This design comes from an exercise in tuning for small area, a short achievable clock period and few clock cycles per item on the open sky130 flow, not from production work.
Only simulation tests tie the RTL to the original design; equivalence was not proved.
Power is estimated from default activity; no workload was simulated.

## flow/design.v (module list and top-level ports; edited modules follow where they fit)
// module gamma_lut: 1956 lines
// module ir_decoder: 160 lines
// module cmd_queue: 38 lines
// module out_stage: 86 lines
// module rgb_ir_block: 116 lines
module rgb_ir_block (
    input  wire        clk,
    input  wire        rst,           
    input  wire        op_valid,
    output wire        op_ready,
    input  wire [31:0] op_word,
    output reg         res_valid,     
    output reg  [7:0]  res_data,
    output wire        ir_valid,      
    output wire        ir_repeat,
    output wire [15:0] ir_addr,
    output wire [7:0]  ir_cmd,
    output wire [9:0]  duty_r,        
    output wire [9:0]  duty_g,
    output wire [9:0]  duty_b,
    output wire [2:0]  ch_en,
    output wire        gen_run,
    output wire        frame_ready,
    output reg         refused
);
  // ...
==> flow/run.sh <==
#!/bin/bash
# synth_recipe.tcl (not shown) runs the flow's synth.tcl, then flattens the netlist and writes it again
# the make line also repeats each setting of config.mk as NAME=value (left out here)
make -C /OpenROAD-flow-scripts/flow DESIGN_CONFIG=/design/flow/config.mk WORK_HOME=/design/flow/orfs CLKGATE_MAP_FILE= SYNTH_SCRIPT=/design/flow/synth_recipe.tcl finish
==> flow/config.mk <==
export PLATFORM = sky130hd
export DESIGN_NAME = rgb_ir_block
export DESIGN_NICKNAME = rgb_ir_block
export VERILOG_FILES = /design/flow/design.v
export SDC_FILE = /design/flow/constraint.sdc
export NUM_CORES = 4
export LEC_CHECK = 0
export ABC_AREA = 1
export CAP_MARGIN = 20
export CORE_MARGIN = 2
export CORE_UTILIZATION = 40
export SETUP_SLACK_MARGIN = 4.0
export SLEW_MARGIN = 20
export SYNTH_MEMORY_MAX_BITS = 65536
==> flow/constraint.sdc <==
create_clock -name core_clock -period 6.5 [get_ports {clk}]
set_input_delay 1.3000 -clock core_clock [delete_from_list [all_inputs] [get_ports {clk}]]
set_output_delay 1.3000 -clock core_clock [all_outputs]
set_load 0.01 [all_outputs]
==> flow_metrics.tcl, run 1 <==
set metrics [dict create \
    status "timing/DRC/antenna clean" \
    switchingPower_w 0.00170 \
    instances_no_fill 3164 \
    met3_length_mm 6.72 \
    final_cell_mix "457 x nand2_1, 258 x nor2_1, 177 x inv_1" \
    drt_iter0_markers 2153 \
    antenna_found_initial 0 \
    pg_clk_w 0.00185 \
    synth_xor_area_frac 0.0169 \
    hold_viol_final 0 \
    synth-seq-cells 286 \
    synth_top_cell_by_area "edfxtp_1" \
    pwr-share-comb 0.258 \
    dpl.hpwl_mm 47.2 \
    worstSetupEndpoint "u_queue.slot[0][7]$_DFFE_PP_" \
    buf_share 0.115 \
    wl_per_cell_um 23.1 \
    path_class "input port to register" \
    grt_pass1_wl_mm 107 \
    drive_above_1_share 0.272 \
    die-area_um2 44400 \
    synthArstFlopShare 0 \
    nClkBuffers 43 \
    multiInputGateArea_um2 10500 \
    synth.distinct_cells 56 \
    relSlewSlack 0.370 \
]
Testbench counts, summed over its fixed seeds: cycles 167,566, ops 160,000.
==> module cmd_queue, before the edit <==
module cmd_queue (
    input  wire       clk,
    input  wire       rst,
    input  wire       do_enq,
    input  wire [7:0] enq_byte,
    input  wire       do_deq,
    output wire [7:0] head
);
    reg [7:0] slot [0:14];
    reg [3:0] wr;
    reg [3:0] rd;
    reg       full;
    wire       empty = (wr == rd) && !full;
    wire [3:0] wr_n  = (wr == 4'd14) ? 4'd0 : wr + 4'd1;
    wire [3:0] rd_n  = (rd == 4'd14) ? 4'd0 : rd + 4'd1;
    assign head = empty ? 8'h00 : slot[rd];
    always @(posedge clk) begin
        if (do_enq && !full)
            slot[wr] <= enq_byte;
    end
    always @(posedge clk) begin
        if (rst) begin
            wr   <= 4'd0;
            rd   <= 4'd0;
            full <= 1'b0;
        end else begin
            if (do_enq && !full) begin
                wr <= wr_n;
                if (wr_n == rd)
                    full <= 1'b1;
            end
            if (do_deq && !empty) begin
                rd   <= rd_n;
                full <= 1'b0;
            end
        end
    end
endmodule
==> module rgb_ir_block, before the edit <==
module rgb_ir_block (
    input  wire        clk,
    input  wire        rst,           
    input  wire        op_valid,
    output wire        op_ready,
    input  wire [31:0] op_word,
    output reg         res_valid,     
    output reg  [7:0]  res_data,
    output wire        ir_valid,      
    output wire        ir_repeat,
    output wire [15:0] ir_addr,
    output wire [7:0]  ir_cmd,
    output wire [9:0]  duty_r,        
    output wire [9:0]  duty_g,
    output wire [9:0]  duty_b,
    output wire [2:0]  ch_en,
    output wire        gen_run,
    output wire        frame_ready,
    output reg         refused
);
    wire [3:0] op      = op_word[31:28];
    wire       z27_17  = (op_word[27:17] == 11'd0);
    wire       z16     = !op_word[16];
    wire       z15_8   = (op_word[15:8] == 8'd0);
    wire       z7_0    = (op_word[7:0] == 8'd0);
    wire       z27_8   = z27_17 && z16 && z15_8;
    wire       z27_0   = z27_8 && z7_0;
    wire is_out_write = (op_word[31:30] == 2'b11);
    wire is_edge      = (op == 4'h1) && z27_17;
    wire is_tick      = (op == 4'h2) && z27_17 && z16;
    wire is_deframe   = (op == 4'h3) && z27_0;
    wire is_enq       = (op == 4'h4) && z27_8;
    wire is_deq       = (op == 4'h5) && z27_0;
    wire is_rollover  = (op == 4'h6) && z27_0;
    wire is_drain     = (op == 4'h7) && z27_0;
    wire is_pwr_off   = (op == 4'h8) && z27_0;
    wire is_pwr_on    = (op == 4'h9) && z27_0;
    wire is_legal = is_out_write | is_edge | is_tick | is_deframe | is_enq |
                    is_deq | is_rollover | is_drain | is_pwr_off | is_pwr_on;
    wire busy_next;       
    wire ir_stall_next;   
    wire busy;
    reg  ready_r;         
    reg  en_r;            
    assign op_ready = ready_r;
    wire go = op_valid && en_r;
    wire refused_next = refused || (go && !is_legal);
    always @(posedge clk) begin
        if (rst) begin
            refused <= 1'b0;
            ready_r <= 1'b1;
            en_r    <= 1'b1;
        end else begin
            refused <= refused_next;
            ready_r <= !busy_next && !ir_stall_next;
            en_r    <= !busy_next && !ir_stall_next && !refused_next;
        end
    end
    wire [7:0] head;
    wire [7:0] ticks;
    ir_decoder u_ir (
        .clk         (clk),
        .rst         (rst),
        .do_edge     (go && is_edge),
        .edge_pol    (op_word[16]),
        .do_tick     (go && is_tick),
        .ts          (op_word[15:0]),
        .do_deframe  (go && is_deframe),
        .frame_ready (frame_ready),
        .out_valid   (ir_valid),
        .out_repeat  (ir_repeat),
        .out_addr    (ir_addr),
        .out_cmd     (ir_cmd),
        .stall_next  (ir_stall_next)
    );
    cmd_queue u_queue (
        .clk       (clk),
        .rst       (rst),
        .do_enq    (go && is_enq),
        .enq_byte  (op_word[7:0]),
        .do_deq    (go && is_deq),
        .head      (head)
    );
    out_stage u_out (
        .clk         (clk),
        .rst         (rst),
        .do_write    (go && is_out_write),
        .v_r         (op_word[29:20]),
        .v_g         (op_word[19:10]),
        .v_b         (op_word[9:0]),
        .do_rollover (go && is_rollover),
        .do_drain    (go && is_drain),
        .do_pwr_off  (go && is_pwr_off),
        .do_pwr_on   (go && is_pwr_on),
        .comm_r      (duty_r),
        .comm_g      (duty_g),
        .comm_b      (duty_b),
        .ch_en       (ch_en),
        .gen_run     (gen_run),
        .ticks       (ticks),
        .busy        (busy),
        .busy_next   (busy_next)
    );
    always @(posedge clk) begin
        if (rst) begin
            res_valid <= 1'b0;
            res_data  <= 8'd0;
        end else begin
            res_valid <= go && (is_deq || is_drain);
            if (go && is_deq)
                res_data <= head;
            else if (go && is_drain)
                res_data <= ticks;
        end
    end
endmodule
==> run 2, diff against run 1 <==
--- a/flow/design.v
+++ b/flow/design.v
@@ -2133,3 +2133,3 @@
     always @(posedge clk) begin
-        if (do_enq && !full)
+        if (!full)
             slot[wr] <= enq_byte;
@@ -2344,12 +2344,7 @@
     always @(posedge clk) begin
-        if (rst) begin
+        if (rst)
             res_valid <= 1'b0;
-            res_data  <= 8'd0;
-        end else begin
+        else
             res_valid <= go && (is_deq || is_drain);
-            if (go && is_deq)
-                res_data <= head;
-            else if (go && is_drain)
-                res_data <= ticks;
-        end
+        res_data <= op_word[29] ? ticks : head;
     end
==> flow_metrics.tcl, run 2 <==
set metrics [dict create \
    crit_required_ns 7.00 \
    fin_crit_sh 0.400 \
    r2r-end "u_out.comm_b[5]$_SDFFE_PP0P_" \
    syn_to_final_growth_pct 28.1 \
    globalplace.congestion 1.01 \
    hold_viol_final 0 \
    synth_top_cell_by_area "edfxtp_1" \
    power.share.switching 0.330 \
    regArea_um2 6970 \
    nets 2588 \
    grt_max_degree 92 \
    synth_compound_area_frac 0.183 \
    holdPathEnd "u_ir.out_repeat$_SDFF_PP0_" \
    cpPeakStageDelay_ns 0.28 \
    drive_above_1_share 0.211 \
    pwr-share-comb 0.247 \
    synth_cells 2338 \
    startpoint_type "input port" \
    grt_pass1_vias 16798 \
    top_regs "u_queue.slot x120, u_ir.baseline x16, u_ir.e_d x16" \
    critical_path_arrival_ns 3.10 \
    die-area_um2 44000 \
    fp.dieW_um 210 \
    timing.rr.start "u_out.p0[4]$_SDFFE_PP0P_" \
    setup_violations 0 \
    relSlewSlack 0.324 \
    fp.dieH_um 210 \
    antenna_cells 0 \
    yosysTopAreaCellShare 0.213 \
    antenna_found_initial 0 \
    ant_nets 0 \
    drt_iter0_markers 2103 \
    drc 0 \
    synthFlopType "dfxtp_1" \
    r2r_cells 14 \
    fin_area_um2 21700 \
    nFillCells 4039 \
    clk_path_buf_depth 3 \
    wl_per_cell_um 22.5 \
    htreeDepth 1 \
    synthSimpleGateAreaFrac 0.267 \
    synthAdderAreaFrac 0.0389 \
    max_freq_ghz 0.385 \
    synth_most_common_cell "nand2_1" \
    cp_cell_sequence "buf_2 -> buf_12 -> inv_4 -> nand4_1 -> nor2_4 -> nand3_4 -> nor3b_4 -> nand3_4 -> nor2_4 -> nand2_1 -> a21oi_1" \
    grt_overflow_total 0 \
    dpl_cell_area_um2 18400 \
    grt_pass1_wl_mm 101 \
    dpl.cell_count 2891 \
    dr.pass1.iters 6 \
    rsz0062_at_grt "yes" \
    power.density_nw_per_um2 226 \
    routed_wl_mm 68.9 \
    grt.total_usage 0.296 \
    hp-class "register to register" \
    hold_start "u_ir.out_repeat$_SDFF_PP0_" \
    tightest_slew_ns 1.01 \
    worst-path-buf-inv 3 \
    status "timing/DRC/antenna clean" \
    ys_top_cells_by_area "edfxtp_1 21%, dfxtp_1 20%, nand2_1 12%, nor2_1 6.3%, a21oi_1 5.4%" \
    peakVddDrop_v 0.000233 \
    p_int_w 0.00328 \
    synthTopCellsByCount "551 x nand2_1, 285 x nor2_1, 193 x inv_1" \
    coreArea_um2 41900 \
    clk_latency_ns 0.59 \
    pwr-share-seq 0.401 \
    final_cell_mix "507 x nand2_1, 240 x nor2_1, 165 x inv_1" \
    path_class "input port to register" \
    pwr-share-clk 0.352 \
    vias 18016 \
    final_common_cell "nand2_1" \
    portBuffers 90 \
    cts.sinks 286 \
    rrSetupSlack_ns 4.01 \
    cp_max_fo 8 \
    root_buffer "clkbuf_16" \
    cts_tree "built" \
    cts_made_buffers 30 \
    final_core_util 0.518 \
    synth_top_family_by_area "simple AND/OR/NAND/NOR gates" \
    clkTransAtPathRegs_ns 0.06 \
    vias_per_cell 5.88 \
    synth_edf_count 120 \
    synth-seq-cells 286 \
    synth_mux_area_frac 0 \
    largest_register "u_queue.slot" \
    setup_tns_ns 0 \
    crit_path_end_kind "register" \
    drv_slew 0 \
    multiInputGateArea_um2 9840 \
    largest_reg_flops 120 \
    maxCapViolations 0 \
    synth.distinct_cells 57 \
    ys_seq_area_frac 0.409 \
    io_pins 107 \
    synth_xor_area_frac 0.0171 \
    start_util 0.404 \
    ys_warn_count 4 \
    p_leak_nw 8.56 \
    switchingPower_w 0.00161 \
    synth.avg_cell_area_um2 7.24 \
    hold-path-cell-count 2 \
    syn-cell-area_um2 16900 \
    cp_slowest_cell "nor3b_4" \
    skew_ns 0.0213 \
    dpl.hpwl_mm 44.1 \
    instances_no_fill 3064 \
    crit_family "simple AND/OR/NAND/NOR gates" \
    synthArstFlopShare 0 \
    crit_cells 11 \
    rows 75 \
    min_period_ns 2.60 \
]
[run 2: cell types whose count changed in the layout (fill, tap and decap cells not counted), moves of 15 or more]
cell / before / now
nand3_2: 31 / 15
buf_6: 44 / 26
a21oi_1: 123 / 151
nand2_1: 457 / 507
a211oi_1: 7 / 22
a21oi_2: 52 / 30
nor2_1: 258 / 240
buf_4: 114 / 93
o21ai_2: 27 / 10
buf_2: 27 / 11
[run 2: cells by family after synthesis]
family	count (synthesis)
fa+ha+maj	52
buf+inv	333
compound gates	548
xor+xnor	33
other cells	2
flops	286
simple gates	1084
[run 2: power by group through the flow]
stage | combinational (W) | sequential, W | clock [W]
floorplan | 0.000626 | 0.00197 | 0
global placement | 0.000927 | 0.00199 | 0
detailed placement | 0.000922 | 0.00199 | 0
CTS | 0.00105 | 0.00195 | 0.00174
global route | 0.00128 | 0.00196 | 0.00181
finish | 0.00121 | 0.00196 | 0.00172
[run 2: layout make-up]
cell class                      instances  area share
Clock inverter                         12     0.00629
Timing Repair inverter                 11     0.00554
Multi-Input combinational cell       1740       0.454
Timing Repair Buffer                  217      0.0970
Inverter                              215      0.0451
Clock buffer                           44      0.0394
Sequential cell                       286       0.322
Tap cell                              539      0.0311
[run 2: per-layer routing]
metal	up-vias	track usage	routed length, µm
li1	8249	-	-
met1	8499	0.408	28900
met2	1055	0.461	30300
met3	213	0.0471	6420
met4	0	0.130	3290
met5	-	0	0
[run 2: worst reg2reg max path: stages, from the launching register on]
cell     delay, ns
dfxtp_2       0.40
inv_6         0.20
ha_2          0.42
inv_1         0.14
nor2_1        0.29
inv_1         0.14
nand2_1       0.10
a21oi_1       0.05
o21ai_0       0.16
o21ai_0       0.09
nand3_1       0.14
nand3_2       0.11
nand3_2       0.10
nand2_1       0.06
inv_1         0.05
[run 2: stage by stage]
stage                     hold WS [ns]  total power, W  setup slack (ns)
after floorplan                  0.442         0.00260              3.67
after global placement           0.439         0.00292              2.30
after detailed placement         0.440         0.00291              2.29
after CTS                        0.446         0.00475              3.95
after global routing             0.465         0.00505              3.84
final                            0.441         0.00489              3.90
[run 2: what timing repair did]
| action | 4_1_cts | 5_1_grt |
|---|---|---|
| setup buffers | 43 | 51 |
| setup endpoints to repair | 215 | 167 |
| resized for setup | 406 | 270 |
| gates cloned | 15 | 8 |
| pin swaps | 36 | 93 |
| hold buffers | 0 | 0 |
[run 2: how the worst max path moves through the flow]
stage                     slack (ns)                     start                       endpoint
after floorplan                 3.67                op_word[0]           u_ir.e_d[12]$_DFF_P_
after CTS                       3.95  u_out.p0[0]$_SDFFE_PP0P_   u_out.comm_b[5]$_SDFFE_PP0P_
final                           3.90                op_word[7]  u_ir.last_cmd[3]$_SDFFE_PP0P_
after global placement          2.30                op_word[2]   u_out.comm_b[5]$_SDFFE_PP0P_
after global routing            3.84                op_word[6]     u_ir.out_repeat$_SDFF_PP0_
after detailed placement        2.29                op_word[2]   u_out.comm_b[5]$_SDFFE_PP0P_
Testbench counts of run 2, summed over its fixed seeds: cycles 167,566, ops 160,000.
==> run 3, diff against run 2 <==
--- a/flow/config.mk
+++ b/flow/config.mk
@@ -14 +14,2 @@
 export SYNTH_MEMORY_MAX_BITS = 65536
+export TNS_END_PERCENT = 0
==> flow_metrics.tcl, run 3 <==
set metrics [dict create \
    pwr-share-clk 0.378 \
    start_util 0.404 \
    cpPeakStageDelay_ns 0.56 \
    portBuffers 90 \
    grt.total_usage 0.289 \
    synth_top_family_by_area "simple AND/OR/NAND/NOR gates" \
    startpoint_type "register" \
    dp_slack_ns 2.02 \
    ys_warn_count 4 \
    hold_viol_final 0 \
    fp.dieH_um 210 \
    drv_slew 0 \
    cts_tree "built" \
    synthSimpleGateAreaFrac 0.267 \
    top_regs "u_queue.slot x120, u_ir.baseline x16, u_ir.e_d x16" \
    grt_pass1_wl_mm 98.0 \
    worst_slack_ns 3.73 \
    htreeDepth 1 \
    whs_ns 0.454 \
    nets 2505 \
    critical_path_arrival_ns 3.29 \
    synth.avg_cell_area_um2 7.24 \
    drc 0 \
    vias_per_cell 5.78 \
    pwr-share-comb 0.212 \
    clkTransAtPathRegs_ns 0.06 \
    status "timing/DRC/antenna clean" \
    dpl.hpwl_mm 44.4 \
    tightest_slew_ns 1.10 \
    synth_cells 2338 \
    p_leak_nw 7.98 \
    ant_nets 0 \
    synthArstFlopShare 0 \
    rsz0062_at_grt "yes" \
    cp_cell_sequence "inv_4 -> ha_1 -> inv_1 -> nor2_1 -> inv_1 -> nand2_1 -> a21oi_1 -> o21ai_0 -> o21ai_0 -> nand3_1 -> nand3_1 -> nand3_1 -> nand2_1 -> inv_1" \
    synthAdderAreaFrac 0.0389 \
    setup_violations 0 \
    synthFlopType "dfxtp_1" \
    wl_per_cell_um 21.9 \
    die-area_um2 44000 \
    hp-class "register to register" \
    syn_to_final_growth_pct 17.5 \
    cts_made_buffers 31 \
    crit_required_ns 7.02 \
    crit_family "simple AND/OR/NAND/NOR gates" \
    power.density_nw_per_um2 239 \
    fin_crit_sh 0.427 \
    vias 17229 \
    synth-seq-cells 286 \
    crit_path_end_kind "register" \
    setup_tns_ns 0 \
    coreArea_um2 41900 \
    final_common_cell "nand2_1" \
    largest_register "u_queue.slot" \
    globalplace.congestion 1.02 \
    pwr-share-seq 0.411 \
    synth_xor_area_frac 0.0171 \
    yosysTopAreaCellShare 0.213 \
    worst-path-buf-inv 4 \
    routed_wl_mm 65.4 \
    switchingPower_w 0.00151 \
    maxCapViolations 0 \
    path_class "register to register" \
    syn-cell-area_um2 16900 \
    cp_slowest_cell "ha_1" \
    p_int_w 0.00324 \
    grt_overflow_total 0 \
    final_cell_mix "543 x nand2_1, 264 x nor2_1, 183 x inv_1" \
    synthTopCellsByCount "551 x nand2_1, 285 x nor2_1, 193 x inv_1" \
    synth.distinct_cells 57 \
    synth_top_cell_by_area "edfxtp_1" \
    io_pins 107 \
    antenna_found_initial 0 \
    rows 75 \
    synth_mux_area_frac 0 \
    synth_edf_count 120 \
    synth_most_common_cell "nand2_1" \
    cts.sinks 286 \
    root_buffer "clkbuf_16" \
    min_period_ns 2.77 \
    drt_iter0_markers 2011 \
    dr.pass1.iters 6 \
    cp_max_fo 17 \
    grt_max_degree 89 \
    synth_compound_area_frac 0.183 \
    cts_hold_buf 0 \
    antenna_cells 0 \
    fp.dieW_um 210 \
    largest_reg_flops 120 \
    clk_path_buf_depth 3 \
    peakVddDrop_v 0.000180 \
    relSlewSlack 0.266 \
    ys_top_cells_by_area "edfxtp_1 21%, dfxtp_1 20%, nand2_1 12%, nor2_1 6.3%, a21oi_1 5.4%" \
    grt_pass1_vias 16350 \
    ys_seq_area_frac 0.409 \
    skew_ns 0.0127 \
    drive_above_1_share 0.0999 \
    power.share.switching 0.318 \
    clk_latency_ns 0.58 \
    max_freq_ghz 0.361 \
]
-- run 3: changes by cell type in the layout (fill, tap and decap cells not counted), moves of 21 or more --
cell             before  now
a21oi_2              30    8
clkdlybuf4s50_1       0   29
dlygate4sd2_1         8   36
buf_4                93   42
nand2_1             507  543
buf_6                26    5
nor2_1              240  264
a21oi_1             151  175
-- run 3: through the flow --
step           power (W)  area, µm²  utilization  cells
6_report         0.00476      19900        0.475   2981
5_1_grt          0.00493      19900        0.475   2981
4_1_cts          0.00471      19600        0.469   2971
3_5_place_dp     0.00290      18200        0.435   2890
3_3_place_gp     0.00290      18200        0.435   2890
2_1_floorplan    0.00259      17000            -   2352
-- run 3: routing by layer --
metal | global-route usage | wire [µm]
met1 | 0.390 | 27500
met2 | 0.456 | 29100
met3 | 0.0465 | 5690
met4 | 0.128 | 3090
met5 | 0 | 0
-- run 3: tightest hold or removal path, stage by stage, from the launching register on --
cell and delay (ns):
dfxtp_1 0.31, inv_1 0.05, a21oi_1 0.05
-- run 3: final timing paths --
check                              from                           end  slack (ns)  depth (start not counted)
max            u_out.p0[4]$_SDFFE_PP0P_  u_out.comm_b[5]$_SDFFE_PP0P_        3.73                         14
min          u_ir.out_repeat$_SDFF_PP0_    u_ir.out_repeat$_SDFF_PP0_        0.45                          2
max reg2reg    u_out.p0[4]$_SDFFE_PP0P_  u_out.comm_b[5]$_SDFFE_PP0P_        3.73                         14
min reg2reg  u_ir.out_repeat$_SDFF_PP0_    u_ir.out_repeat$_SDFF_PP0_        0.45                          2
-- run 3: cells by family (layout without fill, tap and decap cells) --
kind of cell | count (synthesis) | after routing
adders and majority gates | 52 | 52
buffers and inverters | 333 | 419
DFF | 286 | 286
and+or+nand+nor | 1084 | 1088
AOI/OAI and AO/OA | 548 | 548
other | 2 | 16
xor gates and xnor gates | 33 | 33
-- run 3: area by class of cell --
cell class | instances | area, µm²
Inverter | 215 | 876
Sequential cell | 286 | 6950
Timing Repair inverter | 5 | 47.5
Clock inverter | 8 | 62.6
Multi-Input combinational cell | 1737 | 8990
Fill cell | 4288 | 22000
Tap cell | 539 | 674
Timing Repair Buffer | 142 | 1290
Clock buffer | 49 | 997
-- run 3: power by group through the flow --
stage / clock network [W] / logic [W] / registers (W)
after detailed placement: 0 / 0.000904 / 0.00199
after global routing: 0.00189 / 0.00108 / 0.00196
after CTS: 0.00182 / 0.000942 / 0.00195
final: 0.00180 / 0.00101 / 0.00195
after floorplan: 0 / 0.000615 / 0.00197
after global placement: 0 / 0.000908 / 0.00199
-- run 3: timing repair --
action / in CTS / in global routing
endpoints found under the setup margin: 209 / 210
pin swaps: 25 / 31
cloned: 6 / 3
buffers inserted: 18 / 7
gates resized for setup: 144 / 85
==> module ir_decoder, before the edit <==
module ir_decoder (
    input  wire        clk,
    input  wire        rst,
    input  wire        do_edge,      
    input  wire        edge_pol,     
    input  wire        do_tick,      
    input  wire [15:0] ts,           
    input  wire        do_deframe,   
    output reg         frame_ready,
    output reg         out_valid,    
    output reg         out_repeat,   
    output wire [15:0] out_addr,
    output wire [7:0]  out_cmd,
    output wire        stall_next    
);
    localparam [15:0] ACCEPTED_ADDRESS = 16'hEF00;
    localparam [2:0]  REPEAT_CAP = 3'd4;
    localparam [15:0] START_LO  = 16'd4500;
    localparam [15:0] START_HI  = 16'd13500;
    localparam [15:0] LEAD_LO   = 16'd1125;
    localparam [15:0] LEAD_HI   = 16'd6750;
    localparam [15:0] LEAD_MID  = 16'd3375;
    localparam [15:0] BITP_LO   = 16'd282;
    localparam [15:0] BITP_HI   = 16'd843;
    localparam [15:0] PAUSE_LO  = 16'd282;
    localparam [15:0] PAUSE_HI  = 16'd2531;
    localparam [15:0] PAUSE_MID = 16'd1125;
    reg  [15:0] baseline;
    reg         e_valid;      
    reg         e_pol;
    reg  [15:0] e_d;          
    reg  [6:0]  pos;
    reg  [7:0]  cmd_sr;       
    reg         addr_ok;      
    reg         chk_ok;       
    reg  [2:0]  repeat_cnt;
    reg         last_ok;      
    reg  [7:0]  last_cmd;
    assign out_addr = ACCEPTED_ADDRESS;
    assign out_cmd  = last_cmd;
    wire [15:0] nb = ~baseline;
    wire [15:0] sg = ts & nb;
    wire [15:0] sp = ts ^ nb;
    wire [16*5-1:0] pg;      
    wire [16*5-1:0] pp;      
    assign pg[15:0] = {sg[15:1], sg[0] | sp[0]};    
    assign pp[15:0] = sp;
    genvar l, i;
    generate
        for (l = 0; l < 4; l = l + 1) begin : g_lvl
            for (i = 0; i < 16; i = i + 1) begin : g_bit
                if (i >= (1 << l)) begin : g_op
                    assign pg[16*(l+1)+i] = pg[16*l+i] |
                                            (pp[16*l+i] & pg[16*l+i-(1<<l)]);
                    assign pp[16*(l+1)+i] = pp[16*l+i] & pp[16*l+i-(1<<l)];
                end else begin : g_pass
                    assign pg[16*(l+1)+i] = pg[16*l+i];
                    assign pp[16*(l+1)+i] = pp[16*l+i];
                end
            end
        end
    endgenerate
    wire [15:0] ts_d = sp ^ {pg[16*4 +: 15], 1'b1};
    wire [15:0] d     = e_d;
    wire        pulse = e_pol;
    wire start_ok  = pulse  && d >= START_LO && d <= START_HI;
    wire lead_ok   = !pulse && d >= LEAD_LO  && d <= LEAD_HI;
    wire lead_rep  = d < LEAD_MID;
    wire bitp_ok   = pulse  && d >= BITP_LO  && d <= BITP_HI;
    wire pause_ok  = !pulse && d >= PAUSE_LO && d <= PAUSE_HI;
    wire pause_bit = !(d < PAUSE_MID);
    wire [6:0]  pm3   = pos - 7'd3;
    wire [4:0]  bit_k = pm3[5:1];
    reg  [6:0] pos_e;
    always @(*) begin
        if (pos == 7'd0)
            pos_e = start_ok ? 7'd1 : 7'd0;
        else if (pos == 7'd1)
            pos_e = (lead_ok && !lead_rep) ? 7'd2 : 7'd0;
        else if (!pos[0])
            pos_e = bitp_ok ? pos + 7'd1 : 7'd0;
        else
            pos_e = pause_ok ? pos + 7'd1 : 7'd0;
    end
    always @(posedge clk) begin
        e_pol <= edge_pol;
        e_d   <= ts_d;
    end
    wire e_act = e_valid && !frame_ready;
    wire [6:0] pos_after = e_act ? pos_e : pos;
    wire       rep_hit   = e_act && pos == 7'd1 && lead_ok && lead_rep &&
                           repeat_cnt < REPEAT_CAP;
    wire [2:0] rcnt_after = rep_hit ? 3'd0 : repeat_cnt;
    assign stall_next = do_edge && !frame_ready &&
                        ((pos_after == 7'd1 && last_ok && repeat_cnt < REPEAT_CAP) ||
                         pos_after == 7'd65);
    always @(posedge clk) begin
        if (rst) begin
            baseline    <= 16'd0;
            e_valid     <= 1'b0;
            pos         <= 7'd0;
            frame_ready <= 1'b0;
            cmd_sr      <= 8'd0;
            addr_ok     <= 1'b0;
            chk_ok      <= 1'b0;
            repeat_cnt  <= REPEAT_CAP;
            last_ok     <= 1'b0;
            last_cmd    <= 8'd0;
            out_valid   <= 1'b0;
            out_repeat  <= 1'b0;
        end else begin
            out_valid <= 1'b0;
            e_valid <= do_edge;
            if (do_edge || do_tick)
                baseline <= ts;
            if (e_act) begin
                pos <= pos_e;
                if (rep_hit) begin
                    repeat_cnt <= 3'd0;
                    if (last_ok) begin
                        out_valid  <= 1'b1;
                        out_repeat <= 1'b1;
                    end
                end
                if (pos != 7'd1 && pos[0] && pause_ok) begin
                    if (!bit_k[4]) begin
                        addr_ok <= (addr_ok || bit_k == 5'd0) &&
                                   (pause_bit == ACCEPTED_ADDRESS[bit_k[3:0]]);
                    end else if (!bit_k[3]) begin
                        cmd_sr <= {pause_bit, cmd_sr[7:1]};
                    end else begin
                        chk_ok <= (chk_ok || bit_k == 5'd24) &&
                                  (pause_bit != cmd_sr[0]);
                        cmd_sr <= {cmd_sr[0], cmd_sr[7:1]};
                    end
                    if (pos == 7'd65)
                        frame_ready <= 1'b1;
                end
            end
            if (do_tick) begin
                if (rcnt_after < REPEAT_CAP)
                    repeat_cnt <= rcnt_after + 3'd1;
                pos <= 7'd0;
            end
            if (do_deframe && frame_ready) begin
                if (chk_ok) begin
                    last_cmd   <= cmd_sr;
                    last_ok    <= addr_ok;
                    repeat_cnt <= 3'd0;
                    if (addr_ok) begin
                        out_valid  <= 1'b1;
                        out_repeat <= 1'b0;
                    end
                end
                frame_ready <= 1'b0;
                pos         <= 7'd0;
            end
        end
    end
endmodule
==> run 4, diff against run 3 <==
--- a/flow/design.v
+++ b/flow/design.v
@@ -2053,2 +2053,19 @@
     always @(posedge clk) begin
+        if (e_act && pos != 7'd1 && pos[0] && pause_ok) begin
+            if (!bit_k[4]) begin
+                addr_ok <= (addr_ok || bit_k == 5'd0) &&
+                           (pause_bit == ACCEPTED_ADDRESS[bit_k[3:0]]);
+            end else if (!bit_k[3]) begin
+                cmd_sr <= {pause_bit, cmd_sr[7:1]};
+            end else begin
+                chk_ok <= (chk_ok || bit_k == 5'd24) &&
+                          (pause_bit != cmd_sr[0]);
+                cmd_sr <= {cmd_sr[0], cmd_sr[7:1]};
+            end
+        end
+        if (frame_ready && chk_ok)
+            last_cmd <= cmd_sr;
+        out_repeat <= rep_hit;
+    end
+    always @(posedge clk) begin
         if (rst) begin
@@ -2058,10 +2075,5 @@
             frame_ready <= 1'b0;
-            cmd_sr      <= 8'd0;
-            addr_ok     <= 1'b0;
-            chk_ok      <= 1'b0;
             repeat_cnt  <= REPEAT_CAP;
             last_ok     <= 1'b0;
-            last_cmd    <= 8'd0;
             out_valid   <= 1'b0;
-            out_repeat  <= 1'b0;
         end else begin
@@ -2075,21 +2087,7 @@
                     repeat_cnt <= 3'd0;
-                    if (last_ok) begin
-                        out_valid  <= 1'b1;
-                        out_repeat <= 1'b1;
-                    end
-                end
-                if (pos != 7'd1 && pos[0] && pause_ok) begin
-                    if (!bit_k[4]) begin
-                        addr_ok <= (addr_ok || bit_k == 5'd0) &&
-                                   (pause_bit == ACCEPTED_ADDRESS[bit_k[3:0]]);
-                    end else if (!bit_k[3]) begin
-                        cmd_sr <= {pause_bit, cmd_sr[7:1]};
-                    end else begin
-                        chk_ok <= (chk_ok || bit_k == 5'd24) &&
-                                  (pause_bit != cmd_sr[0]);
-                        cmd_sr <= {cmd_sr[0], cmd_sr[7:1]};
-                    end
-                    if (pos == 7'd65)
-                        frame_ready <= 1'b1;
+                    if (last_ok)
+                        out_valid <= 1'b1;
                 end
+                if (pos == 7'd65 && pause_ok)
+                    frame_ready <= 1'b1;
             end
@@ -2100,12 +2098,9 @@
             end
+            if (frame_ready && chk_ok) begin
+                last_ok    <= addr_ok;
+                repeat_cnt <= 3'd0;
+            end
             if (do_deframe && frame_ready) begin
-                if (chk_ok) begin
-                    last_cmd   <= cmd_sr;
-                    last_ok    <= addr_ok;
-                    repeat_cnt <= 3'd0;
-                    if (addr_ok) begin
-                        out_valid  <= 1'b1;
-                        out_repeat <= 1'b0;
-                    end
-                end
+                if (chk_ok && addr_ok)
+                    out_valid <= 1'b1;
                 frame_ready <= 1'b0;
--- a/flow/config.mk
+++ b/flow/config.mk
@@ -14,2 +14 @@
 export SYNTH_MEMORY_MAX_BITS = 65536
-export TNS_END_PERCENT = 0
==> flow_metrics.tcl, run 4 <==
set metrics [dict create \
    status "timing/DRC/antenna clean" \
    synth_edf_count 138 \
    ant_nets 0 \
    synth_xor_area_frac 0.0154 \
    largest_reg_flops 120 \
    hp-class "register to register" \
    synth_mux_area_frac 0.000586 \
    syn_to_final_growth_pct 33.2 \
    cts_made_buffers 34 \
    drc 0 \
    fp.dieH_um 211 \
    synth_top_cell_by_area "edfxtp_1" \
    routed_wl_mm 72.6 \
    cts.sinks 286 \
    synth.distinct_cells 52 \
    grt_overflow_total 0 \
    dpl_cell_area_um2 18600 \
    rows 75 \
    power.density_nw_per_um2 230 \
    synth_most_common_cell "nand2_1" \
    yosysTopAreaCellShare 0.243 \
    grt_pass1_wl_mm 106 \
    synth-seq-cells 286 \
    synth_top_family_by_area "simple AND/OR/NAND/NOR gates" \
    final_core_util 0.541 \
    ys_seq_area_frac 0.416 \
    dr.pass1.iters 6 \
    startpoint_type "input port" \
    cts_tree "built" \
    drv_slew 0 \
    grt_max_degree 61 \
    fin_area_um2 22700 \
    skew_ns 0.0191 \
    coreArea_um2 42000 \
    r2r-end "u_out.comm_b[6]$_SDFFE_PP0P_" \
    dpl.hpwl_mm 46.8 \
    maxCapViolations 0 \
    die-area_um2 44400 \
    critical_path_arrival_ns 3.05 \
    syn-cell-area_um2 17100 \
    grt.total_usage 0.316 \
    r2r_cells 15 \
    nets 2686 \
    io_pins 107 \
    worst_slack_ns 3.89 \
    final_common_cell "nand2_1" \
    setup_tns_ns 0 \
    synthFlopType "dfxtp_1" \
    path_class "input port to register" \
    hold_viol_final 0 \
    drt_iter0_markers 2017 \
    crit_path_end_kind "register" \
    synthTopCellsByCount "587 x nand2_1, 274 x nor2_1, 245 x inv_1" \
    fp.dieW_um 211 \
    dpl.cell_count 2944 \
    tightest_slew_ns 1.19 \
    root_buffer "clkbuf_16" \
    globalplace.congestion 1.03 \
    top_regs "u_queue.slot x120, u_ir.baseline x16, u_ir.e_d x16" \
    max_freq_ghz 0.382 \
    setup_violations 0 \
    final_cell_mix "526 x nand2_1, 228 x nor2_1, 209 x inv_1" \
    cts_hold_buf 0 \
    drive_above_1_share 0.223 \
    start_util 0.406 \
    rsz0062_at_grt "yes" \
    instances_no_fill 3163 \
    vias_per_cell 5.83 \
    ys_top_cells_by_area "edfxtp_1 24%, dfxtp_1 17%, nand2_1 13%, nor2_1 6.0%, nand3_1 5.4%" \
    worstSetupEndpoint "u_out.comm_b[3]$_SDFFE_PP0P_" \
    wl_per_cell_um 23.0 \
    timing.rr.start "u_out.p0[3]$_SDFFE_PP0P_" \
    synthSimpleGateAreaFrac 0.273 \
    clkTransAtPathRegs_ns 0.06 \
    fin_crit_sh 0.402 \
    grt_pass1_vias 17454 \
    portBuffers 90 \
    peakVddDrop_v 0.000211 \
    startpoint "op_word[9]" \
    dp_slack_ns 2.06 \
    rrSetupSlack_ns 3.97 \
    ys_warn_count 4 \
    clk_latency_ns 0.54 \
    crit_required_ns 6.93 \
    htreeDepth 2 \
    synthAdderAreaFrac 0.0385 \
    synth_cells 2383 \
    synth_compound_area_frac 0.165 \
    synth.avg_cell_area_um2 7.17 \
    min_period_ns 2.61 \
    clk_path_buf_depth 3 \
    largest_register "u_queue.slot" \
    synthArstFlopShare 0 \
    relSlewSlack 0.206 \
    antenna_found_initial 0 \
    vias 18425 \
    p_leak_nw 9.30 \
    cp_max_fo 5 \
    antenna_cells 0 \
]
==> run 4: cell count changes after synthesis, moves of 11 or more <==
cell      before  now
inv_1        193  245
nand2_1      551  587
nand3_1      156  184
o21ai_1       31    7
dfxtp_1      166  148
edfxtp_1     120  138
inv_2         17    4
nor2_1       285  274
==> run 4: where the power goes <==
group | switching [W] | leakage (nW) | internal, W | total, W
logic | 0.000905 | 6.31 | 0.000460 | 0.00136
registers | 0.0000537 | 2.46 | 0.00192 | 0.00197
clock network | 0.000768 | 0.532 | 0.00113 | 0.00190
==> run 4: per-stage QoR <==
step	hold WS [ns]	power (W)
2_1_floorplan	0.421	0.00264
3_3_place_gp	0.427	0.00301
3_5_place_dp	0.435	0.00300
4_1_cts	0.437	0.00506
5_1_grt	0.459	0.00541
6_report	0.453	0.00524
==> run 4: cell families (layout without fill, tap and decap cells) <==
kind of cell | after synthesis | in the layout
compound gates | 506 | 506
xor+xnor | 30 | 30
fa+ha+maj | 52 | 52
buf+inv | 377 | 601
flops | 286 | 286
mux | 1 | 1
other cells | 2 | 16
simple gates | 1129 | 1132
==> run 4: layout make-up <==
class / count / area [µm²]
Clock inverter: 9 / 78.8
Clock buffer: 52 / 1020
Timing Repair Buffer: 279 / 2780
Sequential cell: 286 / 7140
Timing Repair inverter: 2 / 46.3
Inverter: 259 / 1110
Tap cell: 539 / 674
Multi-Input combinational cell: 1737 / 9890
Fill cell: 3942 / 19300
==> run 4: routing by layer <==
layer,global-route usage,part of all wire
met5,0,0
met4,0.167,0.057
met2,0.502,0.45
met1,0.407,0.40
met3,0.0613,0.095
==> run 4: repair_timing <==
action	4_1_cts	5_1_grt
pin swaps	63	81
endpoints found under the setup margin	207	140
endpoints found under the hold margin	0	0
buffers inserted	98	44
gates cloned	9	5
resized for setup	448	246
==> run 4: worst min-delay path by stage <==
stage | cells past startpoint | from | end
floorplan | 0 | u_ir.cmd_sr[1]$_DFFE_PP_ | u_ir.cmd_sr[0]$_DFFE_PP_
global placement | 0 | u_ir.cmd_sr[2]$_DFFE_PP_ | u_ir.cmd_sr[1]$_DFFE_PP_
detailed placement | 0 | u_ir.cmd_sr[1]$_DFFE_PP_ | u_ir.cmd_sr[0]$_DFFE_PP_
CTS | 0 | u_ir.cmd_sr[1]$_DFFE_PP_ | u_ir.last_cmd[1]$_DFFE_PP_
global route | 0 | u_ir.cmd_sr[1]$_DFFE_PP_ | u_ir.cmd_sr[0]$_DFFE_PP_
finish | 0 | u_ir.cmd_sr[1]$_DFFE_PP_ | u_ir.last_cmd[1]$_DFFE_PP_
==> run 4: critical path: stages <==
cell      delay (ns)
buf_8           0.11
clkinv_4        0.04
nand4_1         0.14
nor3_4          0.23
nand2_2         0.10
nor2_4          0.12
nand2_2         0.08
nor2_1          0.09
nand3_1         0.12
nand2_4         0.13
nand2_8         0.10
buf_12          0.18
buf_4           0.14
nor2_4          0.10
a21oi_2         0.06
Testbench counts of run 4, summed over its fixed seeds: cycles 167,566, ops 160,000.
==> run 5, diff against run 4 <==
--- a/flow/config.mk
+++ b/flow/config.mk
@@ -11,4 +11,5 @@
 export CORE_UTILIZATION = 40
-export SETUP_SLACK_MARGIN = 4.0
+export SETUP_SLACK_MARGIN = 4.3
 export SLEW_MARGIN = 20
 export SYNTH_MEMORY_MAX_BITS = 65536
+export TNS_END_PERCENT = 20
==> flow_metrics.tcl, run 5 <==
set metrics [dict create \
    yosysTopAreaCellShare 0.243 \
    synth-seq-cells 286 \
    grt_overflow_total 0 \
    dr.pass1.iters 7 \
    io_pins 107 \
    peakVddDrop_v 0.000253 \
    min_period_ns 2.64 \
    clk_latency_ns 0.58 \
    max_freq_ghz 0.379 \
    dpl.cell_count 2940 \
    fp.dieH_um 211 \
    wl_per_cell_um 23.0 \
    antenna_cells 0 \
    cts.sinks 286 \
    p_leak_nw 9.16 \
    largest_register "u_queue.slot" \
    skew_ns 0.0167 \
    synth_top_cell_by_area "edfxtp_1" \
    setup_tns_ns 0 \
    synth_edf_count 138 \
    start_util 0.406 \
    synth_most_common_cell "nand2_1" \
    grt_pass1_wl_mm 107 \
    multiInputGateArea_um2 9790 \
    root_buffer "clkbuf_16" \
    path_class "register to register" \
    drive_above_1_share 0.208 \
    syn-cell-area_um2 17100 \
    rsz0062_at_grt "yes" \
    grt.total_usage 0.319 \
    ys_top_cells_by_area "edfxtp_1 24%, dfxtp_1 17%, nand2_1 13%, nor2_1 6.0%, nand3_1 5.4%" \
    drc 0 \
    vias 18263 \
    setup_violations 0 \
    ant_nets 0 \
    final_core_util 0.532 \
    hp-class "register to register" \
    cts_tree "built" \
    rows 75 \
    fin_area_um2 22400 \
    ys_seq_area_frac 0.416 \
    final_common_cell "nand2_1" \
    portBuffers 90 \
    ys_warn_count 4 \
    maxCapViolations 0 \
    instances_no_fill 3130 \
    synthTopCellsByCount "587 x nand2_1, 274 x nor2_1, 245 x inv_1" \
    syn_to_final_growth_pct 30.9 \
    cts_hold_buf 0 \
    top_regs "u_queue.slot x120, u_ir.baseline x16, u_ir.e_d x16" \
    clkTransAtPathRegs_ns 0.06 \
    drv_slew 0 \
    relSlewSlack 0.240 \
    hold_viol_final 0 \
    globalplace.congestion 1.06 \
    critical_path_arrival_ns 3.14 \
    largest_reg_flops 120 \
    nets 2653 \
    grt_pass1_vias 17608 \
    tightest_slew_ns 1.14 \
    drt_iter0_markers 2079 \
    synthFlopType "dfxtp_1" \
    nFillCells 4014 \
    dpl_cell_area_um2 18500 \
    synthArstFlopShare 0 \
    regArea_um2 7150 \
    antenna_found_initial 0 \
    clk_path_buf_depth 3 \
    vias_per_cell 5.83 \
    htreeDepth 1 \
    dpl.hpwl_mm 46.8 \
    cts_made_buffers 31 \
    die-area_um2 44400 \
    cp_max_fo 4 \
    routed_wl_mm 71.9 \
    coreArea_um2 42000 \
    synth_cells 2383 \
    crit_path_end_kind "register" \
    grt_max_degree 61 \
    synth.avg_cell_area_um2 7.17 \
    power.density_nw_per_um2 229 \
    fp.dieW_um 211 \
    status "timing/DRC/antenna clean" \
    fin_crit_sh 0.406 \
    final_cell_mix "530 x nand2_1, 228 x nor2_1, 203 x inv_1" \
    crit_required_ns 7.00 \
    synth.distinct_cells 52 \
    startpoint_type "register" \
]
[run 5: critical path, stage by stage (launching register included)]
cell	delay, ns
dfxtp_4	0.39
clkinvlp_4	0.20
ha_4	0.25
clkinvlp_4	0.16
nor2_4	0.08
ha_1	0.18
or2_4	0.27
nand2_1	0.09
nand3_1	0.07
nand2_1	0.07
nand2_1	0.05
nor2_1	0.11
nor2_2	0.09
nor2_2	0.19
nand3_2	0.18
a21oi_1	0.19
[run 5: cell type report]
cell class	instances	area share
clock buffer	45	0.0435
clock inverter	13	0.00369
inverter	259	0.0492
multi-input combinational	1736	0.438
sequential	286	0.320
tap	539	0.0302
timing repair buffer	251	0.116
timing repair inverter	1	0.000336
[run 5: worst paths after layout]
path                            start                         end  slack [ns]  cells past startpoint
min          u_ir.cmd_sr[4]$_DFFE_PP_  u_ir.last_cmd[4]$_DFFE_PP_        0.46                      0
min reg2reg  u_ir.cmd_sr[4]$_DFFE_PP_  u_ir.last_cmd[4]$_DFFE_PP_        0.46                      0
max          u_out.p0[1]$_SDFFE_PP0P_    u_out.p2[3]$_SDFFE_PP0P_        3.86                     15
max reg2reg  u_out.p0[1]$_SDFFE_PP0P_    u_out.p2[3]$_SDFFE_PP0P_        3.86                     15
[run 5: report_power, final]
group          internal (W)  switching, W
logic              0.000467      0.000905
clock network       0.00104      0.000730
registers           0.00192     0.0000475
[run 5: layer usage]
layer	share of wire	track usage	vias to the layer above
met5	0	0	-
met4	0.060	0.162	0
met3	0.091	0.0568	259
met2	0.45	0.520	1046
met1	0.40	0.406	8591
li1	-	-	8367
[run 5: per-stage QoR]
step,total power [W],worst slack [ns],hold WS [ns]
2_1_floorplan,0.00264,3.74,0.421
3_3_place_gp,0.00300,1.85,0.428
3_5_place_dp,0.00299,1.71,0.442
4_1_cts,0.00504,3.90,0.456
5_1_grt,0.00530,3.78,0.471
6_report,0.00511,3.86,0.458
[run 5: repair_timing]
item	4_1_cts	5_1_grt
gates resized for setup	494	121
gates cloned	13	1
endpoints found under the hold margin	0	0
setup buffers	101	16
endpoints found under the setup margin	208	205
pin swaps	76	40
[run 5: logic make-up (layout without fill, tap and decap cells)]
| logic type | after synthesis | after routing | share of synthesized area |
|---|---|---|---|
| other cells | 2 | 16 | 0.000440 |
| xor+xnor | 30 | 30 | 0.0154 |
| simple gates | 1129 | 1131 | 0.273 |
| mux | 1 | 1 | 0.000586 |
| buf+inv | 377 | 569 | 0.0908 |
| compound gates | 506 | 506 | 0.165 |
| flops | 286 | 286 | 0.416 |
| fa+ha+maj | 52 | 52 | 0.0385 |
==> run 6, diff against run 5 <==
--- a/flow/config.mk
+++ b/flow/config.mk
@@ -11,5 +11,4 @@
 export CORE_UTILIZATION = 40
-export SETUP_SLACK_MARGIN = 4.3
+export SETUP_SLACK_MARGIN = 3.8
 export SLEW_MARGIN = 20
 export SYNTH_MEMORY_MAX_BITS = 65536
-export TNS_END_PERCENT = 20
==> flow_metrics.tcl, run 6 <==
set metrics [dict create \
    wl_met1_mm 27.7 \
    crit_path_end_kind "register" \
    setup_violations 0 \
    startpoint_type "input port" \
    critical_path_arrival_ns 3.08 \
    synthSimpleGateAreaFrac 0.273 \
    fin_crit_sh 0.413 \
    power.density_nw_per_um2 238 \
    whs_ns 0.443 \
    vias 17908 \
    synth_edf_count 138 \
    ys_seq_area_frac 0.416 \
    synth_most_common_cell "nand2_1" \
    drv_slew 0 \
    die-area_um2 44400 \
    instances_no_fill 3095 \
    ant_nets 0 \
    globalplace.congestion 1.00 \
    synth_cells 2383 \
    synth-seq-cells 286 \
    tightest_slew_ns 0.934 \
    setup_tns_ns 0 \
    largest_reg_flops 120 \
    min_period_ns 2.68 \
    cts.sinks 286 \
    yosysTopAreaCellShare 0.243 \
    start_util 0.406 \
    final_cell_mix "555 x nand2_1, 245 x nor2_1, 214 x inv_1" \
    skew_ns 0.0165 \
    grt_pass1_wl_mm 103 \
    clkTransAtPathRegs_ns 0.06 \
    fp.dieW_um 211 \
    final_common_cell "nand2_1" \
    rows 75 \
    hp-class "register to register" \
    synth_mux_area_frac 0.000586 \
    grt_max_degree 61 \
    peakVddDrop_v 0.000151 \
    max_freq_ghz 0.373 \
    synthFlopType "dfxtp_1" \
    htreeDepth 2 \
    hold_viol_final 0 \
    cts_hold_buf 0 \
    cts_tree "built" \
    crit_required_ns 6.90 \
    syn-cell-area_um2 17100 \
    ys_top_cells_by_area "edfxtp_1 24%, dfxtp_1 17%, nand2_1 13%, nor2_1 6.0%, nand3_1 5.4%" \
    cpPeakStageDelay_ns 0.54 \
    relSlewSlack 0.376 \
    path_class "input port to register" \
    clk_latency_ns 0.54 \
    rsz0062_at_grt "yes" \
    multiInputGateArea_um2 9260 \
    grt_pass1_vias 17305 \
    synthArstFlopShare 0 \
    synthAdderAreaFrac 0.0385 \
    dr.pass1.iters 6 \
    dpl.hpwl_mm 46.4 \
    cp_max_fo 28 \
    dpl.cell_count 2944 \
    coreArea_um2 42000 \
    io_pins 107 \
    synth_xor_area_frac 0.0154 \
    drive_above_1_share 0.142 \
    grt_overflow_total 0 \
    drt_iter0_markers 2038 \
    dr_wl_met2_mm 32.4 \
    syn_to_final_growth_pct 24.2 \
    portBuffers 90 \
    antenna_cells 0 \
    fp.dieH_um 211 \
    clk_path_buf_depth 3 \
    p_leak_nw 8.86 \
    cp_cell_sequence "clkdlybuf4s50_1 -> nand2_1 -> nor2_4 -> buf_12 -> nor2_4 -> buf_4 -> a22oi_1 -> a21oi_1" \
    synth.distinct_cells 52 \
    synth_compound_area_frac 0.165 \
    wl_per_cell_um 22.6 \
    vias_per_cell 5.79 \
    grt.total_usage 0.304 \
    cp_common_cell "nor2_4" \
    regArea_um2 7120 \
    routed_wl_mm 69.9 \
    nets 2619 \
    top_regs "u_queue.slot x120, u_ir.baseline x16, u_ir.e_d x16" \
    maxCapViolations 0 \
    met3_length_mm 6.03 \
    largest_register "u_queue.slot" \
    synthTopCellsByCount "587 x nand2_1, 274 x nor2_1, 245 x inv_1" \
    ys_warn_count 4 \
    cts_made_buffers 34 \
    synth.avg_cell_area_um2 7.17 \
    drc 0 \
    antenna_found_initial 0 \
    status "timing/DRC/antenna clean" \
    synth_top_family_by_area "simple AND/OR/NAND/NOR gates" \
    top_layer_used "met4" \
    synth_top_cell_by_area "edfxtp_1" \
    nFillCells 4169 \
    cp_slowest_cell "clkdlybuf4s50_1" \
    root_buffer "clkbuf_16" \
]
[run 6: changes by cell type in the layout (fill, tap and decap cells not counted), moves of 11 or more]
cell / before / now
buf_4: 107 / 80
nand2_1: 530 / 555
a21oi_1: 148 / 165
nor2_1: 228 / 245
a21oi_2: 29 / 14
o21ai_0: 152 / 167
nand2_2: 40 / 26
nand3_1: 160 / 174
nand3_2: 20 / 6
inv_1: 203 / 214
[run 6: per-layer routing]
| metal | global-route usage | vias up |
|---|---|---|
| li1 | - | 8287 |
| met1 | 0.388 | 8430 |
| met2 | 0.503 | 959 |
| met3 | 0.0500 | 232 |
| met4 | 0.143 | 0 |
| met5 | 0 | - |
[run 6: timing repair]
| item | 4_1_cts | 5_1_grt |
|---|---|---|
| pin swaps | 36 | 37 |
| setup endpoints to repair | 179 | 117 |
| buffers inserted | 42 | 36 |
| cloned | 6 | 7 |
| resized for setup | 229 | 179 |
[run 6: final timing paths]
| check | startpoint | to | slack (ns) | depth (start not counted) |
|---|---|---|---|---|
| setup / recovery | op_word[30] | u_out.p1[7]$_SDFFE_PP0P_ | 3.82 | 8 |
| hold / removal | u_ir.cmd_sr[3]$_DFFE_PP_ | u_ir.cmd_sr[2]$_DFFE_PP_ | 0.44 | 0 |
| setup reg to reg | u_out.p0[4]$_SDFFE_PP0P_ | u_out.p2[1]$_SDFFE_PP0P_ | 3.84 | 13 |
| hold reg to reg | u_ir.cmd_sr[3]$_DFFE_PP_ | u_ir.cmd_sr[2]$_DFFE_PP_ | 0.44 | 0 |
[run 6: stage by stage]
| stage | total power [W] | area, µm² | utilization | worst slack (ns) |
|---|---|---|---|---|
| floorplan | 0.00264 | 17200 | - | 3.74 |
| global placement | 0.00302 | 18500 | 0.440 | 1.93 |
| detailed placement | 0.00301 | 18500 | 0.440 | 1.94 |
| CTS | 0.00492 | 20400 | 0.484 | 3.74 |
| global route | 0.00523 | 21200 | 0.505 | 3.76 |
| finish | 0.00505 | 21200 | 0.505 | 3.82 |
[run 6: worst max-delay path: cells and delay by family]
kind	cells	cell delay [ns]
buffers and inverters	3	0.98
and+or+nand+nor	3	0.47
AOI/OAI and AO/OA	2	0.31
[run 6: layout make-up]
class | count | share of cell area
timing repair buffer | 211 | 0.0974
tap | 539 | 0.0318
inverter | 259 | 0.0497
sequential | 286 | 0.336
clock buffer | 46 | 0.0422
clock inverter | 14 | 0.00655
multi-input combinational | 1740 | 0.437
[run 6: logic make-up (layout without fill, tap and decap cells)]
| kind of cell | after synthesis | in the layout |
|---|---|---|
| flops | 286 | 286 |
| simple gates | 1129 | 1135 |
| xor+xnor | 30 | 30 |
| buf+inv | 377 | 530 |
| compound gates | 506 | 506 |
| fa+ha+maj | 52 | 52 |
| mux | 1 | 1 |
| other cells | 2 | 16 |
[run 6: where the power goes]
part | internal, W | switching [W]
Clock | 0.00105 | 0.000754
Sequential | 0.00192 | 0.0000527
Combinational | 0.000392 | 0.000876
==> run 7, diff against run 6 <==
--- a/flow/config.mk
+++ b/flow/config.mk
@@ -11,3 +11,3 @@
 export CORE_UTILIZATION = 40
-export SETUP_SLACK_MARGIN = 3.8
+export SETUP_SLACK_MARGIN = 3.6
 export SLEW_MARGIN = 20
==> flow_metrics.tcl, run 7 <==
set metrics [dict create \
    status "timing/DRC/antenna clean" \
    maxCapViolations 0 \
    syn-cell-area_um2 17100 \
    grt.total_usage 0.293 \
    instances_no_fill 3065 \
    pwr-share-clk 0.353 \
    routed_wl_mm 67.2 \
    cp_max_fo 14 \
    fp.dieW_um 211 \
    ys_warn_count 4 \
    timing.rr.start "u_out.p0[2]$_SDFFE_PP0P_" \
    grt_overflow_total 0 \
    rsz0062_at_grt "yes" \
    synthArstFlopShare 0 \
    ys_seq_area_frac 0.416 \
    rows 75 \
    synth.avg_cell_area_um2 7.17 \
    power.share.switching 0.327 \
    power.density_nw_per_um2 233 \
    wl_per_cell_um 21.9 \
    critical_path_arrival_ns 3.39 \
    htreeDepth 1 \
    hold_start "u_ir.cmd_sr[5]$_DFFE_PP_" \
    peakVddDrop_v 0.000188 \
    rrSetupSlack_ns 3.54 \
    synthTopCellsByCount "587 x nand2_1, 274 x nor2_1, 245 x inv_1" \
    synth.distinct_cells 52 \
    grt_pass1_vias 16624 \
    max_freq_ghz 0.338 \
    hold_viol_final 0 \
    setup_tns_ns 0 \
    synth-seq-cells 286 \
    drv_slew 0 \
    fin_area_um2 20700 \
    drt_iter0_markers 1895 \
    globalplace.congestion 1.02 \
    synthFlopType "dfxtp_1" \
    grt_use_met1 0.379 \
    worst_slack_ns 3.54 \
    cts_made_buffers 30 \
    clk_path_buf_depth 3 \
    antenna_cells 0 \
    final_cell_mix "565 x nand2_1, 253 x nor2_1, 231 x inv_1" \
    cts.sinks 286 \
    top_usage_layer "met2" \
    grt_pass1_wl_mm 99.5 \
    path_class "register to register" \
    setup_violations 0 \
    dr.pass1.iters 7 \
    vias_per_cell 5.72 \
    ys_top_cells_by_area "edfxtp_1 24%, dfxtp_1 17%, nand2_1 13%, nor2_1 6.0%, nand3_1 5.4%" \
    pwr-share-seq 0.409 \
    portBuffers 90 \
    vias 17524 \
    startpoint "u_out.p0[2]$_SDFFE_PP0P_" \
    largest_reg_flops 120 \
    p_int_w 0.00324 \
    cts_tree "built" \
    dp_slack_ns 1.75 \
    clkTransAtPathRegs_ns 0.07 \
    whs_ns 0.450 \
    synth_top_cell_by_area "edfxtp_1" \
    switchingPower_w 0.00157 \
    clk_latency_ns 0.57 \
    drc 0 \
    yosysTopAreaCellShare 0.243 \
    synth_most_common_cell "nand2_1" \
    io_pins 107 \
    synth_cells 2383 \
    nFillCells 4181 \
    nets 2589 \
    final_common_cell "nand2_1" \
    coreArea_um2 42000 \
    tightest_slew_ns 1.10 \
    die-area_um2 44400 \
    crit_path_end_kind "register" \
    grt_max_degree 61 \
    top_regs "u_queue.slot x120, u_ir.baseline x16, u_ir.e_d x16" \
    synth_edf_count 138 \
    skew_ns 0.0285 \
    startpoint_type "register" \
    use_met3 0.0404 \
    syn_to_final_growth_pct 21.2 \
    drive_above_1_share 0.111 \
    antenna_found_initial 0 \
    relSlewSlack 0.267 \
    dpl_cell_area_um2 18400 \
    root_buffer "clkbuf_16" \
    p_leak_nw 8.50 \
    dpl.hpwl_mm 46.6 \
    ant_nets 0 \
    start_util 0.406 \
    cts_hold_buf 0 \
    largest_register "u_queue.slot" \
    crit_required_ns 6.93 \
    hp-class "register to register" \
    pwr-share-comb 0.238 \
    min_period_ns 2.96 \
    grtUsageMet2 0.482 \
    fp.dieH_um 211 \
    dpl.cell_count 2944 \
    fin_crit_sh 0.455 \
]
-- run 7: critical path, cell delays in order, from the launching register on --
cell        delay [ns]
dfxtp_1           0.30
buf_4             0.24
inv_8             0.19
ha_4              0.26
clkinvlp_4        0.24
nand2_2           0.17
nor2_1            0.07
o21ai_1           0.27
nand3_1           0.11
nand2_1           0.08
nand2_1           0.05
a21oi_1           0.26
nand2_1           0.19
nand3_1           0.12
nand2_2           0.10
nand2_1           0.07
a21oi_1           0.06
-- run 7: metal layers --
layer,routed length (µm),share of wire
met1,27300,0.41
met2,31200,0.46
met3,5070,0.076
met4,3650,0.054
met5,0,0
-- run 7: power groups by stage --
| stage | logic [W] | clock network (W) | registers (W) |
|---|---|---|---|
| after floorplan | 0.000649 | 0 | 0.00198 |
| after global placement | 0.000995 | 0 | 0.00200 |
| after detailed placement | 0.000984 | 0 | 0.00200 |
| after CTS | 0.00104 | 0.00172 | 0.00196 |
| after global routing | 0.00123 | 0.00180 | 0.00197 |
| final | 0.00114 | 0.00170 | 0.00197 |
-- run 7: cell families after synthesis --
| group | count (synthesis) | share of synthesized area |
|---|---|---|
| adder cells (fa/ha/maj) | 52 | 0.0385 |
| AO/OA/AOI/OAI | 506 | 0.165 |
| XOR/XNOR | 30 | 0.0154 |
| flip-flops | 286 | 0.416 |
| AND/OR/NAND/NOR | 1129 | 0.273 |
| other | 2 | 0.000440 |
| buffers and inverters | 377 | 0.0908 |
| multiplexers | 1 | 0.000586 |
-- run 7: area by class of cell --
class,count,area (µm²),area share
Inverter,259,1030,0.0496
Tap cell,539,674,0.0326
Multi-Input combinational cell,1736,8970,0.433
Sequential cell,286,7110,0.343
Clock buffer,45,922,0.0446
Timing Repair Buffer,188,1920,0.0929
Clock inverter,11,66.3,0.00320
Timing Repair inverter,1,7.51,0.000363
-- run 7: worst paths after layout --
check | cells after the start | end
max | 16 | u_out.p2[0]$_SDFFE_PP0P_
min | 0 | u_ir.cmd_sr[4]$_DFFE_PP_
max reg2reg | 16 | u_out.p2[0]$_SDFFE_PP0P_
min reg2reg | 0 | u_ir.cmd_sr[4]$_DFFE_PP_
-- run 7: stage by stage --
stage,util,total power [W]
after floorplan,-,0.00263
after global placement,0.438,0.00300
final,0.492,0.00481
after detailed placement,0.438,0.00299
after global routing,0.492,0.00499
after CTS,0.475,0.00473
-- run 7: timing repair --
action	4_1_cts	5_1_grt
cloned	4	5
buffers inserted	21	35
pin swaps	7	28
endpoints found under the setup margin	124	95
gates resized for setup	98	120
endpoints found under the hold margin	0	0
==> run 8, diff against run 7 <==
--- a/flow/config.mk
+++ b/flow/config.mk
@@ -10,5 +10,6 @@
 export CORE_MARGIN = 2
-export CORE_UTILIZATION = 40
-export SETUP_SLACK_MARGIN = 3.6
+export CORE_UTILIZATION = 60
+export SETUP_SLACK_MARGIN = 4.0
 export SLEW_MARGIN = 20
 export SYNTH_MEMORY_MAX_BITS = 65536
+export TNS_END_PERCENT = 100
==> flow_metrics.tcl, run 8 <==
set metrics [dict create \
    status "timing/DRC/antenna clean" \
    crit_family "simple AND/OR/NAND/NOR gates" \
    hold_start "u_ir.cmd_sr[4]$_DFFE_PP_" \
    largest_register "u_queue.slot" \
    drt_iter0_markers 3647 \
    cts.sinks 286 \
    largest_reg_flops 120 \
    worst-path-buf-inv 2 \
    cts_tree "built" \
    synthTopCellsByCount "587 x nand2_1, 274 x nor2_1, 245 x inv_1" \
    clkTransAtPathRegs_ns 0.07 \
    cp_slowest_cell "nor3_4" \
    min_period_ns 3.04 \
    synth.distinct_cells 52 \
    grt_pass1_wl_mm 101 \
    power_w 0.00506 \
    startpoint_type "input port" \
    drive_above_1_share 0.213 \
    synthArstFlopShare 0 \
    hold-path-cell-count 0 \
    hp-class "register to register" \
    clk_path_buf_depth 3 \
    max_freq_ghz 0.329 \
    hold_viol_final 0 \
    rows 61 \
    synth-seq-cells 286 \
    portBuffers 90 \
    vias 20005 \
    dp_slack_ns 1.83 \
    drv_slew 0 \
    peakVddDrop_v 0.000200 \
    final_cell_mix "508 x nand2_1, 233 x nor2_1, 208 x inv_1" \
    dpl.hpwl_mm 41.7 \
    synth_most_common_cell "nand2_1" \
    nFillCells 1781 \
    drc 0 \
    wl_per_cell_um 24.6 \
    syn-cell-area_um2 17100 \
    grt.total_usage 0.428 \
    synthFlopType "dfxtp_1" \
    maxCapViolations 0 \
    fp.dieW_um 173 \
    timing.rr.start "u_out.p0[1]$_SDFFE_PP0P_" \
    cts_made_buffers 29 \
    path_class "input port to register" \
    top_regs "u_queue.slot x120, u_ir.baseline x16, u_ir.e_d x16" \
    grt_max_degree 61 \
    synth.avg_cell_area_um2 7.17 \
    root_buffer "clkbuf_16" \
    rsz0062_at_grt "yes" \
    crit_path_end_kind "register" \
    worst_slack_ns 3.46 \
    rrSetupSlack_ns 3.94 \
    yosysTopAreaCellShare 0.243 \
    synth_cells 2383 \
    power.density_nw_per_um2 229 \
    syn_to_final_growth_pct 29.4 \
    globalplace.congestion 1.06 \
    ant_nets 0 \
    start_util 0.611 \
    relSlewSlack 0.394 \
    nets 2666 \
    setup_tns_ns 0 \
    synth_top_cell_by_area "edfxtp_1" \
    synth_edf_count 138 \
    antenna_found_initial 2 \
    routed_wl_mm 73.2 \
    fin_crit_sh 0.467 \
    critical_path_arrival_ns 3.51 \
    clk_latency_ns 0.57 \
    htreeDepth 1 \
    r2r-end "u_out.comm_b[2]$_SDFFE_PP0P_" \
    skew_ns 0.0474 \
    vias_per_cell 6.71 \
    ys_top_cells_by_area "edfxtp_1 24%, dfxtp_1 17%, nand2_1 13%, nor2_1 6.0%, nand3_1 5.4%" \
    cp_common_cell "nand4_1" \
    cpPeakStageDelay_ns 0.52 \
    cp_max_fo 18 \
    p_leak_nw 9.03 \
    tightest_slew_ns 0.906 \
    cp_cell_sequence "buf_4 -> inv_1 -> nand4_1 -> nor3_4 -> nand2_4 -> nor2_4 -> nand4_1 -> nand3b_1 -> a21oi_2" \
    fp.dieH_um 173 \
    dr.pass1.iters 14 \
    io_pins 107 \
    final_common_cell "nand2_1" \
    setup_violations 0 \
    die-area_um2 29800 \
    ys_seq_area_frac 0.416 \
    coreArea_um2 27900 \
    r2r_cells 15 \
    grt_overflow_total 0 \
    grt_pass1_vias 18174 \
    cts_hold_buf 0 \
    crit_required_ns 6.98 \
    holdPathEnd "u_ir.last_cmd[4]$_DFFE_PP_" \
    ys_warn_count 4 \
]
## run 8: kinds of logic after synthesis
logic type	count (synthesis)	synth area share
and+or+nand+nor	1129	0.273
AOI/OAI and AO/OA	506	0.165
adders and majority gates	52	0.0385
xor gates and xnor gates	30	0.0154
muxes	1	0.000586
DFF	286	0.416
buffers and inverters	377	0.0908
other	2	0.000440
## run 8: power by group
group          switching (W)  leakage, nW  internal, W
registers          0.0000507         2.46      0.00192
clock network       0.000730        0.476      0.00101
logic               0.000921         6.09     0.000426
## run 8: repair_timing
action / CTS / global route
endpoints found under the setup margin: 198 / 159
resized for setup: 404 / 257
buffers inserted: 84 / 46
cloned: 14 / 7
pin swaps: 56 / 84
## run 8: metal layers
layer,wire length (µm),global-route usage,vias to the layer above
met5,18,0,-
met4,7060,0.287,2
met3,10400,0.0963,648
met2,31500,0.684,1975
met1,24300,0.520,8984
li1,-,-,8396
## run 8: metrics by stage
| stage | cells | cell area, µm² | util | hold WS, ns |
|---|---|---|---|---|
| 2_1_floorplan | 2397 | 17300 | - | 0.421 |
| 3_3_place_gp | 2775 | 18300 | 0.656 | 0.424 |
| 3_5_place_dp | 2775 | 18300 | 0.656 | 0.436 |
| 4_1_cts | 2926 | 20800 | 0.745 | 0.450 |
| 5_1_grt | 2979 | 22100 | 0.791 | 0.464 |
| 6_report | 2980 | 22100 | 0.791 | 0.452 |
## run 8: worst max-delay path by stage
| stage | end | cells after the start | slack [ns] | from |
|---|---|---|---|---|
| after CTS | u_out.comm_b[5]$_SDFFE_PP0P_ | 15 | 3.90 | op_word[9] |
| after global routing | u_out.ticks[1]$_SDFFE_PP0P_ | 13 | 3.46 | op_word[7] |
| after global placement | u_out.comm_b[5]$_SDFFE_PP0P_ | 13 | 1.90 | op_word[0] |
| final | u_ir.out_valid$_SDFF_PP0_ | 9 | 3.46 | op_word[7] |
| after floorplan | u_ir.e_d[12]$_DFF_P_ | 12 | 3.74 | op_word[3] |
| after detailed placement | u_out.comm_b[5]$_SDFFE_PP0P_ | 13 | 1.83 | op_word[1] |
## run 8: final cells by class
type	count	area, µm²	area share
multi-input combinational	1742	9830	0.445
clock buffer	35	778	0.0352
clock inverter	18	206	0.00934
tap	378	473	0.0214
timing repair inverter	5	57.6	0.00260
antenna	1	2.50	0.000113
sequential	286	7130	0.323
inverter	259	1120	0.0505
timing repair buffer	256	2510	0.114

==> afterwards: timing with drivers on the ports <==
The results above use ideal ports. As a check the final layouts listed here were re-extracted and re-timed, cells and wires unchanged. Step 1: set_driving_cell puts a clkbuf_16 on clk and a buf_2 on each other input, an assumption about the parent block. Step 2 times the ports against the registers' clock, not the clock port: input delays grow and output delays shrink by t, the midpoint of the rising clock arrivals with the driver on. Three values: ideal, step 1, step 2; two values: the first two.
| run | t (ns) | slack for setup (ns) | worst hold slack (ns) | worst data-port slew with drivers (ns) |
|---|---|---|---|---|
| run 1 | 0.639 | 3.729 / 3.747 / 3.108 | 0.469 / 0.469 / 0.469 | 0.06 |
| run 2 | 0.631 | 3.900 / 3.917 / 3.302 | 0.441 / 0.441 / 0.441 | 0.09 |
| run 3 | 0.625 | 3.728 / 3.698 / 3.188 | 0.454 / 0.454 / 0.454 | 0.06 |
| run 4 | 0.583 | 3.885 / 3.890 / 3.308 | 0.453 / 0.453 / 0.453 | 0.08 |
| run 5 | 0.613 | 3.862 / 3.862 / 3.304 | 0.458 / 0.458 / 0.458 | 0.06 |
| run 6 | 0.578 | 3.818 / 3.803 / 3.262 | 0.443 / 0.443 / 0.443 | 0.05 |
| run 7 | 0.602 | 3.542 / 3.542 / 3.058 | 0.450 / 0.450 / 0.450 | 0.04 |
| run 8 | 0.611 | 3.463 / 3.487 / 2.876 | 0.452 / 0.452 / 0.452 | 0.18 |
After both steps setup and hold are still met in every run listed. For run 1, which loses most, drivers alone change the setup slack by +0.018 ns; drivers and shift together by -0.621 ns.
